From an optimization exercise on the open Yosys and OpenROAD flow, aimed at small area; shortcuts taken in it are not production practice. The RTL was checked by simulation tests, not by an equivalence proof against the original design. No activity file was given, so power comes from the tool's default toggle rates.

==> flow/design.v (excerpt) <==
module rcsw_rx (
    input  wire        clk,
    input  wire        rst,           
    input  wire [7:0]  rxtol,         
    input  wire        edge_valid,
    input  wire [31:0] edge_t,        
    output wire        edge_ready,
    input  wire        clear,         
    output reg         avail,
    output wire [31:0] res_value,
    output wire [7:0]  res_bitlen,
    output wire [31:0] res_delay
);
export LEC_CHECK = 0
export ABC_AREA = 1
export CAP_MARGIN = 20
export CORE_MARGIN = 2
export CORE_UTILIZATION = 40
export SLEW_MARGIN = 20
create_clock -name core_clock -period 40.0 [get_ports {clk}]
standard.sh (not shown) runs the stock make flow with config.mk's settings and CLKGATE_MAP_FILE= SYNTH_SCRIPT=/design/flow/synth_recipe.tcl, a recipe that flattens the netlist after the stock synthesis.
==> flow/flow/run.sh <==
#!/bin/bash
# The standard layout (standard.sh), with these changes to how it is built:
#  - synthesis maps the logic with an area-only ABC script (flow/abc_area.script: amap,
#    no buffering or sizing for speed) and without the full-adder cells;
#    registers are mapped exactly as in the standard synthesis;
#  - the port buffers are the smallest buffer cell (buffer_ports -buffer_cell);
#  - the clock tree uses small clock buffers in small sink clusters and no
#    dummy loads.
# Everything standard.sh prints goes to standard.log in the work folder; ORFS
# keeps each tool's own log under orfs/logs/.
set -euo pipefail
cd "$(dirname "$0")/.."
rm -rf scripts_area
cp -r "$FLOW_HOME/scripts" scripts_area
cp flow/abc_area.script scripts_area/abc_area.script
export SCRIPTS_DIR="$PWD/scripts_area"
export BUFFER_PORTS_ARGS="-buffer_cell sky130_fd_sc_hd__buf_1"
export CTS_ARGS="-sink_clustering_enable -repair_clock_nets -dont_use_dummy_load -root_buf sky130_fd_sc_hd__clkbuf_8 -sink_clustering_buffer sky130_fd_sc_hd__clkbuf_4 -sink_clustering_size 11 -sink_clustering_max_diameter 45 -buf_list {sky130_fd_sc_hd__clkbuf_4 sky130_fd_sc_hd__clkbuf_8}"
bash standard.sh ADDER_MAP_FILE= finish > standard.log 2>&1
==> flow/flow/abc_area.script <==
strash
dch -f
amap
topo
Edit:
--- a/flow/design.v
+++ b/flow/design.v
@@ -24,21 +24,21 @@
     reg         BLN;
     reg  [3:0]  BL;
     reg         z;
     reg         o;
     reg  [5:0]  k;
     reg         rpt0;    
     reg         prevL;   
     reg         prevM;   
     reg         fvalid;  
     reg         f1, f3;  
-    reg         fsr, cmr, insr, firstr;
+    reg         fsr, cmr, insr, firstr, nbr;
     wire r1 = (ph == P_R1);
     wire r2 = (ph == P_R2);
     wire rf = (ph >= P_R2);      
     wire r6 = (ph == P_R6);
     wire c0 = (cnt == 4'd0);
     wire c15 = (cnt == 4'd15);
     wire clr = rst || (ph == P_CLR);
     wire fs_c;
     assign edge_ready = c15 && ((ph == P_IDLE) || (r1 && !fs_c) || r6);
     wire take = edge_ready && edge_valid;
@@ -47,21 +47,21 @@
     reg  [11:0] SH;
     reg  [1:0]  SX;
     wire bor = SH[0];
     wire bin = c0 ? 1'b0 : bor;
     wire d0  = E[0] ^ LT[0] ^ bin;
     wire bm  = (~E[0] & LT[0]) | (~(E[0] ^ LT[0]) & bin);
     wire d1  = E[1] ^ LT[1] ^ bm;
     wire bout = (~E[1] & LT[1]) | (~(E[1] ^ LT[1]) & bm);
     localparam [31:0] K_L = 32'd100000;
     localparam [31:0] K_5 = 32'd5001;
-    localparam [31:0] K_B = 32'd393216;
+    localparam [31:0] K_B = 32'd344472;     
     wire gL = SH[1], g5 = SH[2], gB = SH[3];
     wire [1:0] kL = K_L[2*cnt +: 2];
     wire [1:0] k5 = K_5[2*cnt +: 2];
     wire [1:0] kB = K_B[2*cnt +: 2];
     wire gL_n = (d1 != kL[1]) ? d1 : (d0 != kL[0]) ? d0 : (c0 ? 1'b1 : gL);
     wire g5_n = (d1 != k5[1]) ? d1 : (d0 != k5[0]) ? d0 : (c0 ? 1'b1 : g5);
     wire gB_n = (d1 != kB[1]) ? d1 : (d0 != kB[0]) ? d0 : (c0 ? 1'b1 : gB);
     wire p0 = cnt[3] ? 1'b0 : PER[4];    
     wire p1 = cnt[3] ? 1'b0 : PER[5];    
     wire pm = cnt[3] ? 1'b0 : PER[3];    
@@ -149,21 +149,21 @@
     wire [1:0] cw_i = (a == 7'd59) ? 2'd0 : cw;
     wire [3:0] wsum = v[0] + VH[2] + VH[4] + cw_i + ((v[1] + VH[1] + VH[3]) << 1);
     wire [1:0] w = wsum[1:0];
     wire tolw = (a >= 7'd69) && (a <= 7'd76);
     reg  dly;
     wire [1:0] E_in  = r1 ? {d1, d0} : E[1:0];
     wire [1:0] LT_in = clr ? 2'b00 : (r1 ? E[1:0] : LT[1:0]);
     reg  [1:0] CODE_in;
     always @(*) begin
         if (insr)
-            CODE_in = c0 ? {CODE[0] && !firstr, !(f1 && nL3 && nU3)}
+            CODE_in = c0 ? {CODE[0] && !firstr, nbr}
                          : (firstr ? 2'b00 : {CODE[0], dly});
         else if (rf && fsr && pact)
             CODE_in = pd;
         else
             CODE_in = CODE[1:0];
     end
     wire [1:0] RV_in  = clr ? 2'b00 : ((r2 && cmr) ? CODE[1:0] : RV[1:0]);
     wire perz = (a >= 7'd2) && (a <= 7'd9);
     wire [1:0] PER_in = (rf && fsr && perw) ? y :
                         ((r2 && fsr && perz) ? 2'b00 : PER[1:0]);
@@ -212,20 +212,21 @@
             P_R6:   if (c15) ph <= take ? P_R1 : P_IDLE;
             default: if (c15) ph <= ph + 3'd1;      
             endcase
             if (clear)
                 avail <= 1'b0;
             if (c15)
                 insr <= upd && ins_c;
             if (upd) begin
                 fsr    <= fs_c;
                 cmr    <= cm_c;
+                nbr    <= !b0;
                 firstr <= fst_c;
                 if (cm_c) begin
                     avail <= 1'b1;
                     BLN   <= 1'b1;
                     BL    <= {k[5], k[2:0]};
                 end
                 if (sync || noise) begin
                     rpt0   <= sync ? 1'b0 : 1'b1;
                     prevL  <= gL_n;
                     prevM  <= g5_n && !gL_n;
Outcome:
- wire length barely changes
- power stays flat
- area after synthesis goes up by 0.66%
- sequential share of layout area hardly moves
- via count increases by 0.49%
- setup slack improved by 1.1 ns
- critical path depth falls by 4
- non-clock buffer count fell by 1
- sequential power barely changes

========
rcsw_rx, a different RTL version from the one above (not shown whole).
Size: about 230 flip-flops, ~120 I/O pins, about 8100 um2 of cells after synthesis.
==> flow/design.v (excerpt) <==
module rcsw_rx (
    input  wire        clk,
    input  wire        rst,           
    input  wire [7:0]  rxtol,         
    input  wire        edge_valid,
    input  wire [31:0] edge_t,        
    output wire        edge_ready,
    input  wire        clear,         
    output reg         avail,
    output wire [31:0] res_value,
    output wire [7:0]  res_bitlen,
    output wire [31:0] res_delay
);
Settings: LEC_CHECK=0, ABC_AREA=1, CAP_MARGIN=20, CORE_MARGIN=2, CORE_UTILIZATION=40, SLEW_MARGIN=20; clock period 40.0 ns.
==> flow/flow/run.sh <==
#!/bin/bash
# The standard layout (standard.sh), with these changes to how it is built:
#  - synthesis maps the logic with an area-only ABC script (flow/abc_area.script,
#    no buffering or sizing for speed) and without the full-adder cells;
#    registers are mapped exactly as in the standard synthesis;
#  - the port buffers are the smallest buffer cell (buffer_ports -buffer_cell);
#  - the clock tree uses small clock buffers in small sink clusters and no
#    dummy loads.
# Everything standard.sh prints goes to standard.log in the work folder; ORFS
# keeps each tool's own log under orfs/logs/.
set -euo pipefail
cd "$(dirname "$0")/.."
rm -rf scripts_area
cp -r "$FLOW_HOME/scripts" scripts_area
cp flow/abc_area.script scripts_area/abc_area.script
export SCRIPTS_DIR="$PWD/scripts_area"
export BUFFER_PORTS_ARGS="-buffer_cell sky130_fd_sc_hd__buf_1"
export CTS_ARGS="-sink_clustering_enable -repair_clock_nets -dont_use_dummy_load -root_buf sky130_fd_sc_hd__clkbuf_8 -sink_clustering_buffer sky130_fd_sc_hd__clkbuf_4 -sink_clustering_size 11 -sink_clustering_max_diameter 45 -buf_list {sky130_fd_sc_hd__clkbuf_4 sky130_fd_sc_hd__clkbuf_8}"
bash standard.sh ADDER_MAP_FILE= finish > standard.log 2>&1
==> flow/flow/abc_area.script <==
strash
dch
map -a
strash
dch
map -a
topo
Rerun with:
--- a/flow/design.v
+++ b/flow/design.v
@@ -117,28 +117,28 @@
     wire [7:0] q0, q1;
     assign q0[0] = perw && y[0];
     assign q1[0] = perw && y[1];
     assign q1[1] = perw && y[0];
     genvar gj;
     generate
         for (gj = 1; gj < 8; gj = gj + 1) begin : g_q0
-            assign q0[gj] = (a >= 10 + (gj + 1) / 2) && (a <= 10 + (15 + gj) / 2) && PER[16 - gj];
+            assign q0[gj] = (a <= 10 + (15 + gj) / 2) && PER[16 - gj];
         end
         for (gj = 2; gj < 8; gj = gj + 1) begin : g_q1
-            assign q1[gj] = (a >= 10 + gj / 2) && (a <= 10 + (14 + gj) / 2) && PER[17 - gj];
+            assign q1[gj] = (a <= 10 + (14 + gj) / 2) && PER[17 - gj];
         end
     endgenerate
     wire [7:0] m0 = q0 & rxtol;
     wire [7:0] m1 = q1 & rxtol;
     wire [2:0] cp_i = (a == 5'd10) ? 3'd0 : SX[2:0];
     wire [4:0] psum = m0[0] + m0[1] + m0[2] + m0[3] + m0[4] + m0[5] + m0[6] + m0[7] + cp_i +
                       ((m1[0] + m1[1] + m1[2] + m1[3] + m1[4] + m1[5] + m1[6] + m1[7]) << 1);
     wire [1:0] pd = psum[1:0];
-    wire pwin = (a >= 5'd10) && (a <= 5'd25);
-    wire [1:0] qd = r3 ? CODE[23:22] : 2'b00;
+    wire pwin = (a >= 5'd10) && (a <= 5'd20);
+    wire [1:0] qd = (r3 && a <= 5'd25) ? CODE[23:22] : 2'b00;
     wire [1:0] nq = (a <= 5'd20) ? ~pd : 2'b11;
     wire [1:0] cv = SH[4:3];
     wire [1:0] cv_i = (a == 5'd11) ? 2'd0 : cv;
     wire [3:0] vsum = qd[0] + nq[0] + (a == 5'd16) + cv_i + ((qd[1] + nq[1]) << 1);
     wire vwin = (a >= 5'd11) && (a <= 5'd28);
     wire [1:0] v = vwin ? vsum[1:0] : 2'b00;
     wire [4:0] VH = {SX[3], SH[11:8]};
@@ -157,16 +157,18 @@
                          : (firstr ? 2'b00 : {CODE[0], dly});
         else if ((r2 || r3) && fsr && pwin)
             CODE_in = pd;
         else
             CODE_in = CODE[1:0];
     end
     wire [1:0] RV_in  = clr ? 2'b00 : ((r2 && cmr) ? CODE[1:0] : RV[1:0]);
-    wire [1:0] PER_in = ((r2 || r3) && fsr && perw) ? y : PER[1:0];
-    wire [1:0] RD_in  = clr ? 2'b00 : (((r2 || r3) && cmr && perw) ? PER[1:0] : RD[1:0]);
+    wire perz = (a >= 5'd2) && (a <= 5'd9);
+    wire [1:0] PER_in = ((r2 || r3) && fsr && perw) ? y :
+                        ((r2 && fsr && perz) ? 2'b00 : PER[1:0]);
+    wire [1:0] RD_in  = clr ? 2'b00 : ((r2 && cmr && perz) ? PER[1:0] : RD[1:0]);
     wire [1:0] TOL_in = (r3 && fsr && tolw) ? w : TOL[1:0];
     always @(posedge clk) begin
         if (take)
             E <= edge_t;
         else
             E <= {E_in, E[31:2]};
         LT   <= {LT_in, LT[31:2]};
The new run passed the timing, design-rule and antenna checks.
Register-to-register slack is worse by 0.19 ns.
Wire length goes down by a few percent.
Die area came out lower slightly.
Total power went up by a few percent.
Sequential power hardly moves.
Core utilization falls by 0.22 points.
Sequential share of layout area is higher by 0.42 points.
Count of clock-buffer cells in the layout decreases by 1.
Design area shrinks slightly.
First-iteration DRC count climbs by well over a third.
Via count drops slightly.
Setup slack loses 0.24 ns.
Global-route usage falls by 0.43 points.

==> afterwards: timing with drivers on the ports <==
The results above use ideal ports. As a check the final layouts listed here were re-extracted and re-timed, cells and wires unchanged. Step 1: set_driving_cell puts a clkbuf_16 on clk and a buf_2 on each other input, an assumption about the parent block. Step 2 also shifts input and output timing later by t, the mid clock arrival at the registers, as if the neighbouring blocks saw the same clock. Slacks: ideal / step 1 / step 2; pairs: ideal / step 1.
run | shift t [ns] | setup WS [ns] | cell pins on the clock port's net
the first run of note 1 | 0.535 | 26.145 / 26.106 / 26.642 | 1
the second run of note 1 | 0.543 | 27.232 / 27.192 / 27.187 | 1
the first run of note 2 | 0.557 | 26.694 / 26.710 / 26.152 | 1
the second run of note 2 | 0.546 | 26.450 / 26.409 / 26.518 | 1
After both steps setup and hold are still met in every run listed. For the first run of note 2, which loses most, drivers alone change the setup slack by +0.016 ns; drivers and shift together by -0.542 ns.
